What follows belongs to an exercise in optimizing a design on an open flow for small area, a short achievable clock period and few clock cycles per item; a production flow would make more cautious choices.
In this exercise RTL edits were held to simulation tests only and were not proved equivalent to the original.
Power figures rest on the tool's default switching activity, not on a simulated workload.

Setup of try-umber:
// md5_core
module md5_core (
    input  wire         clk,
    input  wire         rst,       
    input  wire         init,
    input  wire         start,
    input  wire [511:0] block,
    output wire         ready,
    output reg          done,
    output wire [127:0] digest
);
    localparam [31:0] IV_A = 32'h67452301,
                      IV_B = 32'hefcdab89,
                      IV_C = 32'h98badcfe,
                      IV_D = 32'h10325476;
    reg          rdy;       
    reg          busy;      
    reg          setup;     
    reg          fin;       
    reg          pend;      
    reg  [5:0]   t;         
    reg  [511:0] m;
    reg  [31:0]  b, c, d;
    reg  [31:0]  u, v;
    reg  [31:0]  pre;
    reg  [31:0]  h0, h1, h2, h3;
    reg  [1:0]   rsel;      
    reg  [1:0]   isel;      
    reg          s61, s62;  
    reg          last;      
    assign ready = rdy;
    wire take_start = rdy && start;
    wire take_init  = rdy && init;
    wire step_next  = busy && !last;    
    wire [31:0] x [0:15];
    genvar gj;
    generate
        for (gj = 0; gj < 16; gj = gj + 1) begin : g_x
            assign x[gj] = {m[511-8*(4*gj+3) -: 8], m[511-8*(4*gj+2) -: 8],
                            m[511-8*(4*gj+1) -: 8], m[511-8*(4*gj)   -: 8]};
        end
    endgenerate
  ...
clock: 12.0 ns
lec_check: 0
abc_area: 1
cap_margin: 20
core_margin: 2
core_utilization: 55
cts_buf_list: sky130_fd_sc_hd__clkbuf_8
slew_margin: 20
standard.sh (not shown) runs the stock make flow with config.mk's settings and CLKGATE_MAP_FILE= SYNTH_SCRIPT=/design/flow/synth_recipe.tcl, a recipe that flattens the netlist after the stock synthesis.
==> flow/flow/run.sh <==
#!/bin/bash
set -euo pipefail
bash standard.sh "BUFFER_PORTS_ARGS=-buffer_cell sky130_fd_sc_hd__buf_1" \
    SETUP_SLACK_MARGIN=7 finish > standard_flow.log 2>&1
try-umber | status: complete | timing, DRC, antenna: pass
Testbench counts of try-umber, summed over its fixed seeds: cycles 66,640, items 1,024.
## Diff of input files: try-indigo against try-umber
Settings: changing CORE_UTILIZATION from 55 to 40.
==> flow/flow/run.sh <==
#!/bin/bash
set -euo pipefail
bash standard.sh "BUFFER_PORTS_ARGS=-buffer_cell sky130_fd_sc_hd__buf_1" \
    SETUP_SLACK_MARGIN=7.6 finish > standard_flow.log 2>&1
Results
- Worst IR drop on VDD for try-indigo: about 10% up relative to try-umber
- Longest individual stage delay on the worst path (try-indigo over try-umber): decrease, 0.02 ns
- Wire length on met2, try-indigo vs try-umber: up by a little under 10%
- The wire length in try-indigo was higher than what try-umber gave.
- Run comparison: try-umber cell group occupying the most layout area registers; try-indigo cell group occupying the most layout area multi-input gates
Inputs modified between try-indigo and try-raven:
Settings: SETUP_SLACK_MARGIN newly set to 5.
==> flow/run.sh (new file) <==
#!/bin/bash
# synth_recipe.tcl (not shown) runs the flow's synth.tcl, then flattens the netlist and writes it again
# the make line also repeats each setting of config.mk as NAME=value (left out here)
make -C /OpenROAD-flow-scripts/flow DESIGN_CONFIG=/design/flow/config.mk WORK_HOME=/design/flow/orfs CLKGATE_MAP_FILE= SYNTH_SCRIPT=/design/flow/synth_recipe.tcl finish
removed: flow/flow/run.sh
removed: flow/standard.sh
[summary]
- Going from try-indigo to try-raven, the global-route wire length before repair was found to have gone up by 6.0 mm.
- Looking at mean number of vias per cell, try-raven sits 0.029 lower than try-indigo does.
- When try-raven is measured against try-indigo, its clock-buffer cell count turns out 2 lower.
Changes in try-juniper relative to try-raven:
Settings: SETUP_SLACK_MARGIN removed (was 5).
==> flow/flow/run.sh (new file) <==
#!/bin/bash
set -euo pipefail
bash standard.sh "BUFFER_PORTS_ARGS=-buffer_cell sky130_fd_sc_hd__buf_1" \
    SETUP_SLACK_MARGIN=7 finish > standard_flow.log 2>&1
==> flow/standard.sh (new file) <==
#!/bin/bash
# synth_recipe.tcl (not shown) runs the flow's synth.tcl, then flattens the netlist and writes it again
# the make line also repeats each setting of config.mk as NAME=value (left out here)
make -C /OpenROAD-flow-scripts/flow DESIGN_CONFIG=/design/flow/config.mk WORK_HOME=/design/flow/orfs CLKGATE_MAP_FILE= SYNTH_SCRIPT=/design/flow/synth_recipe.tcl "${@:-finish}"
removed: flow/run.sh
--- outcome ---
- | wire length | lower: try-juniper |
- try-juniper: initial antenna violation count is 1 higher than what try-raven reported.
- Diff try-raven -> try-juniper: count of multi-input combinational gates level; utilization of the core after routing moved down.
- Compare try-raven and try-juniper | cell-internal power higher: try-juniper
- Lower flip-flop and latch area goes to try-raven over try-juniper.

## re-timing with driven ports
The flow's constraints put no driver on any port. The routed layouts listed below were extracted and timed again, unchanged, in two steps. Step 1 sets driving cells, clkbuf_16 on the clock port and buf_2 on the other inputs (assumed; they add their load-dependent delay and slew). Step 2 adds t to the input delays and takes it off the output delays; t is the mean of the earliest and latest rising clock arrival at the registers after step 1. Input paths then give back, and output paths get back, about the clock's delay inside the block. Slacks: ideal / step 1 / step 2; pairs: ideal / step 1.
| run | t, ns | slack for setup (ns) | hold WS [ns] | worst data-port slew with drivers (ns) |
|---|---|---|---|---|
| try-umber | 0.893 | 7.110 / 7.110 / 7.110 | 0.493 / 0.493 / 0.493 | 0.15 |
| try-indigo | 0.956 | 7.308 / 7.308 / 7.293 | 0.502 / 0.502 / 0.502 | 0.28 |
| try-raven | 0.966 | 5.708 / 5.708 / 5.708 | 0.510 / 0.510 / 0.510 | 0.28 |
| try-juniper | 0.943 | 7.131 / 7.131 / 7.131 | 0.504 / 0.504 / 0.504 | 0.27 |
After both steps setup and hold are still met in every run listed. The setup slack of try-indigo, which loses most, moves by 0.000 ns with the drivers and by -0.015 ns with both steps.
